From an optimization exercise on the open Yosys and OpenROAD flow, aimed at small area, a short achievable clock period and few clock cycles; shortcuts taken in it are not production practice.
Only simulation tests tie the RTL to the original design; equivalence was not proved.
Power figures rest on the tool's default switching activity, not on a simulated workload.

==> design.v <==
module ladder_rom (
    input  wire [6:0]  addr,
    output reg  [16:0] word
);
    always @(*) begin
        case (addr)
            7'd0  : word = {2'd2, 5'd21, 5'd 5, 5'd 8};  
            7'd1  : word = {2'd2, 5'd22, 5'd21, 5'd21};  
            7'd2  : word = {2'd2, 5'd23, 5'd 3, 5'd 6};  
            7'd3  : word = {2'd2, 5'd24, 5'd 4, 5'd 7};  
            7'd4  : word = {2'd2, 5'd25, 5'd23, 5'd24};  
            7'd5  : word = {2'd2, 5'd25, 5'd 2, 5'd25};  
            7'd6  : word = {2'd1, 5'd26, 5'd22, 5'd25};  
            7'd7  : word = {2'd0, 5'd27, 5'd22, 5'd25};  
            7'd8  : word = {2'd0, 5'd28, 5'd 3, 5'd 4};  
            7'd9  : word = {2'd0, 5'd22, 5'd 6, 5'd 7};  
            7'd10 : word = {2'd2, 5'd28, 5'd28, 5'd22};  
            7'd11 : word = {2'd1, 5'd28, 5'd28, 5'd23};  
            7'd12 : word = {2'd1, 5'd28, 5'd28, 5'd24};  
            7'd13 : word = {2'd2, 5'd22, 5'd21, 5'd26};  
            7'd14 : word = {2'd2, 5'd12, 5'd22, 5'd28};  
            7'd15 : word = {2'd2, 5'd22, 5'd21, 5'd27};  
            7'd16 : word = {2'd1, 5'd28, 5'd24, 5'd23};  
            7'd17 : word = {2'd2, 5'd13, 5'd22, 5'd28};  
            7'd18 : word = {2'd2, 5'd14, 5'd26, 5'd27};  
            7'd19 : word = {2'd2, 5'd21, 5'd 5, 5'd 5};  
            7'd20 : word = {2'd2, 5'd22, 5'd21, 5'd21};  
            7'd21 : word = {2'd2, 5'd23, 5'd 3, 5'd 3};  
            7'd22 : word = {2'd2, 5'd24, 5'd 4, 5'd 4};  
            7'd23 : word = {2'd2, 5'd25, 5'd23, 5'd24};  
            7'd24 : word = {2'd2, 5'd25, 5'd 2, 5'd25};  
            7'd25 : word = {2'd1, 5'd26, 5'd22, 5'd25};  
            7'd26 : word = {2'd0, 5'd27, 5'd22, 5'd25};  
            7'd27 : word = {2'd0, 5'd28, 5'd 3, 5'd 4};  
            7'd28 : word = {2'd0, 5'd22, 5'd 3, 5'd 4};  
            7'd29 : word = {2'd2, 5'd28, 5'd28, 5'd22};  
            7'd30 : word = {2'd1, 5'd28, 5'd28, 5'd23};  
            7'd31 : word = {2'd1, 5'd28, 5'd28, 5'd24};  
            7'd32 : word = {2'd2, 5'd22, 5'd21, 5'd26};  
            7'd33 : word = {2'd2, 5'd 9, 5'd22, 5'd28};  
            7'd34 : word = {2'd2, 5'd22, 5'd21, 5'd27};  
            7'd35 : word = {2'd1, 5'd28, 5'd24, 5'd23};  
            7'd36 : word = {2'd2, 5'd10, 5'd22, 5'd28};  
            7'd37 : word = {2'd2, 5'd11, 5'd26, 5'd27};  
            7'd38 : word = {2'd2, 5'd21, 5'd 5, 5'd 8};  
            7'd39 : word = {2'd2, 5'd22, 5'd21, 5'd21};  
            7'd40 : word = {2'd2, 5'd23, 5'd 3, 5'd 6};  
            7'd41 : word = {2'd2, 5'd24, 5'd 4, 5'd 7};  
            7'd42 : word = {2'd2, 5'd25, 5'd23, 5'd24};  
            7'd43 : word = {2'd2, 5'd25, 5'd 2, 5'd25};  
            7'd44 : word = {2'd1, 5'd26, 5'd22, 5'd25};  
            7'd45 : word = {2'd0, 5'd27, 5'd22, 5'd25};  
            7'd46 : word = {2'd0, 5'd28, 5'd 3, 5'd 4};  
            7'd47 : word = {2'd0, 5'd22, 5'd 6, 5'd 7};  
            7'd48 : word = {2'd2, 5'd28, 5'd28, 5'd22};  
            7'd49 : word = {2'd1, 5'd28, 5'd28, 5'd23};  
            7'd50 : word = {2'd1, 5'd28, 5'd28, 5'd24};  
            7'd51 : word = {2'd2, 5'd22, 5'd21, 5'd26};  
            7'd52 : word = {2'd2, 5'd15, 5'd22, 5'd28};  
            7'd53 : word = {2'd2, 5'd22, 5'd21, 5'd27};  
            7'd54 : word = {2'd1, 5'd28, 5'd24, 5'd23};  
            7'd55 : word = {2'd2, 5'd16, 5'd22, 5'd28};  
            7'd56 : word = {2'd2, 5'd17, 5'd26, 5'd27};  
            7'd57 : word = {2'd2, 5'd21, 5'd 8, 5'd 8};  
            7'd58 : word = {2'd2, 5'd22, 5'd21, 5'd21};  
            7'd59 : word = {2'd2, 5'd23, 5'd 6, 5'd 6};  
            7'd60 : word = {2'd2, 5'd24, 5'd 7, 5'd 7};  
            7'd61 : word = {2'd2, 5'd25, 5'd23, 5'd24};  
            7'd62 : word = {2'd2, 5'd25, 5'd 2, 5'd25};  
            7'd63 : word = {2'd1, 5'd26, 5'd22, 5'd25};  
            7'd64 : word = {2'd0, 5'd27, 5'd22, 5'd25};  
            7'd65 : word = {2'd0, 5'd28, 5'd 6, 5'd 7};  
            7'd66 : word = {2'd0, 5'd22, 5'd 6, 5'd 7};  
            7'd67 : word = {2'd2, 5'd28, 5'd28, 5'd22};  
            7'd68 : word = {2'd1, 5'd28, 5'd28, 5'd23};  
            7'd69 : word = {2'd1, 5'd28, 5'd28, 5'd24};  
            7'd70 : word = {2'd2, 5'd22, 5'd21, 5'd26};  
            7'd71 : word = {2'd2, 5'd18, 5'd22, 5'd28};  
            7'd72 : word = {2'd2, 5'd22, 5'd21, 5'd27};  
            7'd73 : word = {2'd1, 5'd28, 5'd24, 5'd23};  
            7'd74 : word = {2'd2, 5'd19, 5'd22, 5'd28};  
            7'd75 : word = {2'd2, 5'd20, 5'd26, 5'd27};  
            7'd76 : word = {2'd3, 5'd 9, 5'd 0, 5'd 1};  
            7'd77 : word = {2'd3, 5'd10, 5'd 1, 5'd 1};  
            7'd78 : word = {2'd3, 5'd11, 5'd 1, 5'd 1};  
            7'd79 : word = {2'd3, 5'd12, 5'd 0, 5'd 1};  
            7'd80 : word = {2'd3, 5'd13, 5'd 1, 5'd 1};  
            7'd81 : word = {2'd3, 5'd14, 5'd 1, 5'd 1};  
            7'd82 : word = {2'd3, 5'd15, 5'd 0, 5'd 0};  
            7'd83 : word = {2'd3, 5'd16, 5'd 1, 5'd 0};  
            7'd84 : word = {2'd3, 5'd17, 5'd 1, 5'd 0};  
            7'd85 : word = {2'd3, 5'd18, 5'd 0, 5'd 0};  
            7'd86 : word = {2'd3, 5'd19, 5'd 1, 5'd 0};  
            7'd87 : word = {2'd3, 5'd20, 5'd 1, 5'd 0};  
            7'd88 : word = {2'd2, 5'd21, 5'd11, 5'd17};  
            7'd89 : word = {2'd2, 5'd22, 5'd21, 5'd21};  
            7'd90 : word = {2'd2, 5'd23, 5'd 9, 5'd15};  
            7'd91 : word = {2'd2, 5'd24, 5'd10, 5'd16};  
            7'd92 : word = {2'd2, 5'd25, 5'd23, 5'd24};  
            7'd93 : word = {2'd2, 5'd25, 5'd 2, 5'd25};  
            7'd94 : word = {2'd1, 5'd26, 5'd22, 5'd25};  
            7'd95 : word = {2'd0, 5'd27, 5'd22, 5'd25};  
            7'd96 : word = {2'd0, 5'd28, 5'd 9, 5'd10};  
            7'd97 : word = {2'd0, 5'd22, 5'd15, 5'd16};  
            7'd98 : word = {2'd2, 5'd28, 5'd28, 5'd22};  
            7'd99 : word = {2'd1, 5'd28, 5'd28, 5'd23};  
            7'd100: word = {2'd1, 5'd28, 5'd28, 5'd24};  
            7'd101: word = {2'd2, 5'd22, 5'd21, 5'd26};  
            7'd102: word = {2'd2, 5'd 3, 5'd22, 5'd28};  
            7'd103: word = {2'd2, 5'd22, 5'd21, 5'd27};  
            7'd104: word = {2'd1, 5'd28, 5'd24, 5'd23};  
            7'd105: word = {2'd2, 5'd 4, 5'd22, 5'd28};  
            7'd106: word = {2'd2, 5'd 5, 5'd26, 5'd27};  
            7'd107: word = {2'd2, 5'd21, 5'd14, 5'd20};  
            7'd108: word = {2'd2, 5'd22, 5'd21, 5'd21};  
            7'd109: word = {2'd2, 5'd23, 5'd12, 5'd18};  
            7'd110: word = {2'd2, 5'd24, 5'd13, 5'd19};  
            7'd111: word = {2'd2, 5'd25, 5'd23, 5'd24};  
            7'd112: word = {2'd2, 5'd25, 5'd 2, 5'd25};  
            7'd113: word = {2'd1, 5'd26, 5'd22, 5'd25};  
            7'd114: word = {2'd0, 5'd27, 5'd22, 5'd25};  
            7'd115: word = {2'd0, 5'd28, 5'd12, 5'd13};  
            7'd116: word = {2'd0, 5'd22, 5'd18, 5'd19};  
            7'd117: word = {2'd2, 5'd28, 5'd28, 5'd22};  
            7'd118: word = {2'd1, 5'd28, 5'd28, 5'd23};  
            7'd119: word = {2'd1, 5'd28, 5'd28, 5'd24};  
            7'd120: word = {2'd2, 5'd22, 5'd21, 5'd26};  
            7'd121: word = {2'd2, 5'd 6, 5'd22, 5'd28};  
            7'd122: word = {2'd2, 5'd22, 5'd21, 5'd27};  
            7'd123: word = {2'd1, 5'd28, 5'd24, 5'd23};  
            7'd124: word = {2'd2, 5'd 7, 5'd22, 5'd28};  
            7'd125: word = {2'd2, 5'd 8, 5'd26, 5'd27};  
            default: word = 17'd0;
        endcase
    end
endmodule
module ed61_ladder (
    input  wire        clk,
    input  wire        rst,
    input  wire        start,
    input  wire [60:0] px,
    input  wire [60:0] py,
    input  wire [60:0] pz,
    input  wire [63:0] k,
    output wire        ready,
    output reg         done,
    output wire [60:0] qx,
    output wire [60:0] qy,
    output wire [60:0] qz
);
    localparam [60:0] P_MOD = 61'h1FFF_FFFF_FFFF_FFFF;
    localparam [60:0] CURVE_D = 61'h190d4e86c64ec401;
    localparam [6:0]  LAST_PC = 7'd125;
    localparam [1:0] OP_ADD = 2'd0, OP_SUB = 2'd1, OP_MUL = 2'd2, OP_CSET = 2'd3;
    reg [60:0] rf [0:31];
    reg        running;
    reg [6:0]  pc;
    reg [5:0]  step;
    reg [63:0] scalar;
    reg        mbusy;
    reg [3:0]  mcnt;
    reg [60:0] ma;
    reg [63:0] mb;
    reg [60:0] macc;
    wire [16:0] word;
    ladder_rom u_rom (.addr(pc), .word(word));
    wire [1:0] op  = word[16:15];
    wire [4:0] dst = word[14:10];
    wire [4:0] sa  = word[9:5];
    wire [4:0] sb  = word[4:0];
    function [60:0] rf_read(input [4:0] idx);
        case (idx)
            5'd0:    rf_read = 61'd0;
            5'd1:    rf_read = 61'd1;
            5'd2:    rf_read = CURVE_D;
            default: rf_read = rf[idx];
        endcase
    endfunction
    function [60:0] fadd(input [60:0] a, input [60:0] b);
        reg [61:0] s;
        begin
            s = {1'b0, a} + {1'b0, b};
            if (s >= {1'b0, P_MOD})
                s = s - {1'b0, P_MOD};
            fadd = s[60:0];
        end
    endfunction
    function [60:0] fsub(input [60:0] a, input [60:0] b);
        begin
            if (a >= b)
                fsub = a - b;
            else
                fsub = a - b + P_MOD;
        end
    endfunction
    wire [60:0] va = rf_read(sa);
    wire [60:0] vb = rf_read(sb);
    function [60:0] fold65(input [64:0] v);
        reg [61:0] s;
        begin
            s = {1'b0, v[60:0]} + {58'd0, v[64:61]};
            if (s >= {1'b0, P_MOD})
                s = s - {1'b0, P_MOD};
            fold65 = s[60:0];
        end
    endfunction
    wire [60:0] macc_x16  = {macc[56:0], macc[60:57]};
    wire [64:0] digit_pp  = ma * mb[63:60];
    wire [60:0] macc_next = fadd(macc_x16, fold65(digit_pp));
    wire bit_now = scalar[63];
    assign ready = !running;
    assign qx = rf[3];
    assign qy = rf[4];
    assign qz = rf[5];
    always @(posedge clk) begin
        if (rst) begin
            running <= 1'b0;
            done    <= 1'b0;
            mbusy   <= 1'b0;
            pc      <= 7'd0;
            step    <= 6'd0;
        end else begin
            done <= 1'b0;
            if (!running) begin
                if (start) begin
                    rf[3]   <= 61'd0;
                    rf[4]   <= 61'd1;
                    rf[5]   <= 61'd1;
                    rf[6]   <= px;
                    rf[7]   <= py;
                    rf[8]   <= pz;
                    scalar  <= k;
                    pc      <= 7'd0;
                    step    <= 6'd0;
                    running <= 1'b1;
                end
            end else begin : exec
                reg advance;
                advance = 1'b0;
                case (op)
                    OP_ADD: begin
                        rf[dst] <= fadd(va, vb);
                        advance = 1'b1;
                    end
                    OP_SUB: begin
                        rf[dst] <= fsub(va, vb);
                        advance = 1'b1;
                    end
                    OP_CSET: begin
                        if (bit_now == sb[0])
                            rf[dst] <= va;
                        advance = 1'b1;
                    end
                    default: begin  
                        if (!mbusy) begin
                            ma    <= va;
                            mb    <= {3'b000, vb};
                            macc  <= 61'd0;
                            mcnt  <= 4'd15;
                            mbusy <= 1'b1;
                        end else begin
                            macc <= macc_next;
                            mb   <= {mb[59:0], 4'b0000};
                            mcnt <= mcnt - 4'd1;
                            if (mcnt == 4'd0) begin
                                rf[dst] <= macc_next;
                                mbusy   <= 1'b0;
                                advance = 1'b1;
                            end
                        end
                    end
                endcase
                if (advance) begin
                    if (pc == LAST_PC) begin
                        pc     <= 7'd0;
                        scalar <= {scalar[62:0], 1'b0};
                        step   <= step + 6'd1;
                        if (step == 6'd63) begin
                            running <= 1'b0;
                            done    <= 1'b1;
                        end
                    end else begin
                        pc <= pc + 7'd1;
                    end
                end
            end
        end
    end
endmodule
==> run.sh <==
#!/bin/bash
# synth_recipe.tcl (not shown) runs the flow's synth.tcl, then flattens the netlist and writes it again
# the make line also repeats each setting of config.mk as NAME=value (left out here)
make -C /OpenROAD-flow-scripts/flow DESIGN_CONFIG=/design/flow/config.mk WORK_HOME=/design/flow/orfs CLKGATE_MAP_FILE= SYNTH_SCRIPT=/design/flow/synth_recipe.tcl finish
==> config.mk <==
export PLATFORM = sky130hd
export DESIGN_NAME = ed61_ladder
export DESIGN_NICKNAME = ed61_ladder
export VERILOG_FILES = /design/flow/design.v
export SDC_FILE = /design/flow/constraint.sdc
export NUM_CORES = 4
export LEC_CHECK = 0
export CAP_MARGIN = 20
export CORE_MARGIN = 2
export CORE_UTILIZATION = 40
export SLEW_MARGIN = 20
==> constraint.sdc <==
create_clock -name core_clock -period 25.0 [get_ports {clk}]
set_input_delay 5.0000 -clock core_clock [delete_from_list [all_inputs] [get_ports {clk}]]
set_output_delay 5.0000 -clock core_clock [all_outputs]
set_load 0.01 [all_outputs]
==> results by group <==
Outcome
  • Status: complete, no violations

Clock network
  • Total CTS buffers: 245
  • Clk Latency, worst-skew pair: 1.01 ns
  • CTS Hold Bufs: 0
  • Deepest level of the CTS H-tree: 4
  • Clk sinks: 2236
  • TritonCTS clock tree: built
  • Worst-path clk slew: 0.06 ns
  • Post-cts sizing count: 0
  • Clock Path Buffers: 4
  • Clock tree root buffer cell: clkbuf_16
  • Post-CTS Setup Repair Bufs: 0

Synthesis
  • Yosys top cell by area: edfxtp_1
  • Syn. warnings: 2
  • Synthesized Nets: 11356
  • Yosys cell types: 126
  • Post-Synthesis Cells: 10702
  • Synthesized area per cell: 13.0 µm²
  • Seq cells post-synth: 2236
  • Seq/Total Area, Yosys: 48.2%
  • Post-synth EDFFs: 2203
  • Synth async-reset ratio: 0%
  • Top-area cell type share of the netlist area: 47.7%
  • Area contributors post-synth: edfxtp_1 (48%), mux4_2 (20%), ha_1 (2.5%)
  • Post-Synthesis Cell Area: 139000 µm²
  • Post-synth top flop: edfxtp_1

Timing
  • Setup ws final: 6.31 ns
  • Fin. Hold Viols: 0
  • Worst-Margin Slew: 1.32 ns
  • RSZ-0062 raised after global routing: no
  • Final Setup Violations: 0
  • Slew headroom: 10.0%
  • Slew Limit Fails: 0
  • Clock skew: 0.134 ns
  • Period utilisation layout: 74.8%
  • Setup TNS: 0 ns
  • Fmax: 53.5 MHz
  • Fin crit period: 18.69 ns

Die
  • Die area: 351000 µm²
  • Die Ht: 593 µm
  • Ports: 435
  • Rows: 216
  • Core area: 346000 µm²
  • Die X: 593 µm
  • Starting Density: 40.1%

Power and ir drop
  • VDD IR max: 96.9 µV
  • Final Power: 0.0181 W
  • Flop pwr share: 29.8%
  • P_sw: 0.00815 W
  • Leak: 52.1 nW
  • Clock share of power: 21.1%
  • Power density over the cells: 115 nW/µm²
  • Sw frac: 45.0%
  • Gate power share: 49.1%
  • Internal power: 0.00994 W

Critical path
  • CP endpoint kind: flip-flop
  • Worst Path Arrival: 19.17 ns
  • CP Max Fanout: 61
  • CP max-delay cell: a311oi_1
  • Critical Path Source Type: flip-flop
  • Crit path largest cell delay: 1.00 ns
  • Worst endpoint required time: 25.48 ns
  • Critical path type: reg2reg

Finish
  • Finished Core Util: 45.4%
  • Area Growth Syn to Fin: 13.1%
  • Fin cells: 15706
  • Filler cells: 30657
  • Most frequent cells in the layout: edfxtp_1 (2203), mux4_2 (1216), nor2_1 (813)
  • Most common cell after layout, fill and taps aside: edfxtp_1
  • Area occupied by multi-input gates: 67800 µm²
  • Share of layout cells above drive strength 1: 19.6%
  • Final net count: 11546
  • Seq. cell area: 66900 µm²

Global routing
  • Initial antenna violation count: 48
  • Vias in the first global route: 102347
  • Gr usage total: 31.3%
  • Largest net degree at the start of global routing: 119
  • Met2 Track Usage GR: 47.8%
  • Gr busiest metal: met2
  • GR Overflow Total: 0
  • Grt met1 use: 41.7%
  • First-pass GRT wire length: 783 mm
  • Met3 usage: 7.27%

Route
  • 1st-iter DRT viols: 14724
  • Vias/cell: 6.72
  • DRC: 0
  • WL/cell: 35.7 µm
  • Pre-antenna DRT Iters: 6
  • Detail Route Antenna Nets: 0
  • Final WL: 561 mm
  • Via count: 105572

Job
  • Max_cap viols: 0

Placed design
  • Post-Place Worst Slack: 6.55 ns
  • # port buffers: 434
  • Post-DP HPWL: 394 mm
  • Placed cell count: 15221
  • Placer Congestion: 1.02

Worst hold path
  • Path type of the worst min-delay path: reg2reg
## final cells by class
cell class	count	share of cell area [%]
Antenna cell	26	0.0415
Clock buffer	291	4.02
Clock inverter	166	1.31
Inverter	463	1.12
Multi-Input combinational cell	7277	43.2
Sequential cell	2236	42.6
Tap cell	4578	3.65
Timing Repair Buffer	669	4.00
## metrics by stage
step                      hold slack (ns)  cell area, µm²
after floorplan                     0.466          139000
after global placement              0.482          148000
after detailed placement            0.499          148000
after CTS                           0.512          157000
after global routing                0.530          157000
final                               0.516          157000
## logic make-up after synthesis
kind of cell             count (synthesis)  synth area share (%)
AO/OA/AOI/OAI                         2099                  10.1
XOR/XNOR                               334                  2.11
adder cells (fa/ha/maj)                404                  4.31
buffers and inverters                 1189                  3.30
flip-flops                            2236                  48.2
multiplexers                          1400                  21.2
AND/OR/NAND/NOR                       3040                  10.8
## power groups by stage
stage	Sequential, W	Combinational [W]	Clock [W]
floorplan	0.00540	0.00512	0
global placement	0.00546	0.00847	0
detailed placement	0.00546	0.00857	0
CTS	0.00538	0.00860	0.00386
global route	0.00540	0.00932	0.00399
finish	0.00539	0.00888	0.00382
## critical path, delay by kind of cell, from the launching register on
kind | cells | cell delay (ns)
flip-flops | 1 | 0.32
AO/OA/AOI/OAI | 18 | 7.13
AND/OR/NAND/NOR | 20 | 6.22
buffers and inverters | 3 | 1.40
XOR/XNOR | 3 | 0.67
adder cells (fa/ha/maj) | 5 | 2.39
## path summary, 6_finish.rpt
path                end  slack, ns  cells after the start     from
max          rf[16][51]       6.31                     49   mb[63]
min             step[0]       0.52                      1  step[0]
max reg2reg  rf[16][51]       6.31                     49   mb[63]
min reg2reg     step[0]       0.52                      1  step[0]
## registers in the layout (all words and copies together) (netlist names)
| name | count |
|---|---|
| done | 1 |
| ma | 61 |
| macc | 61 |
| mb | 64 |
| mbusy | 1 |
| mcnt | 4 |
| pc | 7 |
| rf | 1949 |
| running | 1 |
| scalar | 64 |
| step | 6 |
| u_rom.word | 12 |
| word | 5 |
## synth_stat cells (46+ instances only)
| master | count |
|---|---|
| a211oi_1 | 96 |
| a21o_1 | 91 |
| a21oi_1 | 543 |
| a22o_1 | 75 |
| a22oi_1 | 73 |
| a31oi_1 | 79 |
| and2_1 | 282 |
| and3_1 | 54 |
| buf_1 | 102 |
| buf_2 | 53 |
| clkbuf_1 | 561 |
| edfxtp_1 | 2203 |
| fa_1 | 122 |
| ha_1 | 282 |
| inv_1 | 454 |
| mux2_2 | 143 |
| mux4_2 | 1216 |
| nand2_1 | 802 |
| nand3_1 | 181 |
| nand4_1 | 157 |
| nor2_1 | 850 |
| nor3_1 | 208 |
| nor4_1 | 91 |
| o211ai_1 | 88 |
| o21ai_0 | 403 |
| o21ai_1 | 71 |
| o31ai_1 | 71 |
| or2_2 | 46 |
| or3_1 | 64 |
| xnor2_1 | 211 |
| xor2_1 | 123 |
## metal layers
metal  up-vias  wire length (µm)
li1      42777                 -
met1     54496            212000
met2      7061            251000
met3      1224             63600
met4        14             34100
met5         -                97
Testbench counts, summed over its fixed seeds: cycles 1,308,692.

## what the ideal ports hide
How much do the figures lean on ideal ports? The routed layout below was timed once more, with nothing changed but the port constraints. Step 1: set_driving_cell puts a clkbuf_16 on clk and a buf_2 on each other input, an assumption about the parent block. Step 2 times the ports against the registers' clock, not the clock port: input delays grow and output delays shrink by t, the midpoint of the rising clock arrivals with the driver on. a / b / c = ideal / step 1 / step 2; a / b = the first two.
shift t [ns]: 1.066
slack for setup (ns): 6.305 / 6.305 / 6.305
hold slack, ns: 0.516 / 0.516 / 0.516
latest minus earliest clock arrival (ns): 0.134 / 0.134
worst slew at a driven data input, ns: 0.12
After both steps this run still meets setup and hold. The setup slack of this run moves by 0.000 ns with the drivers and by 0.000 ns with both steps.
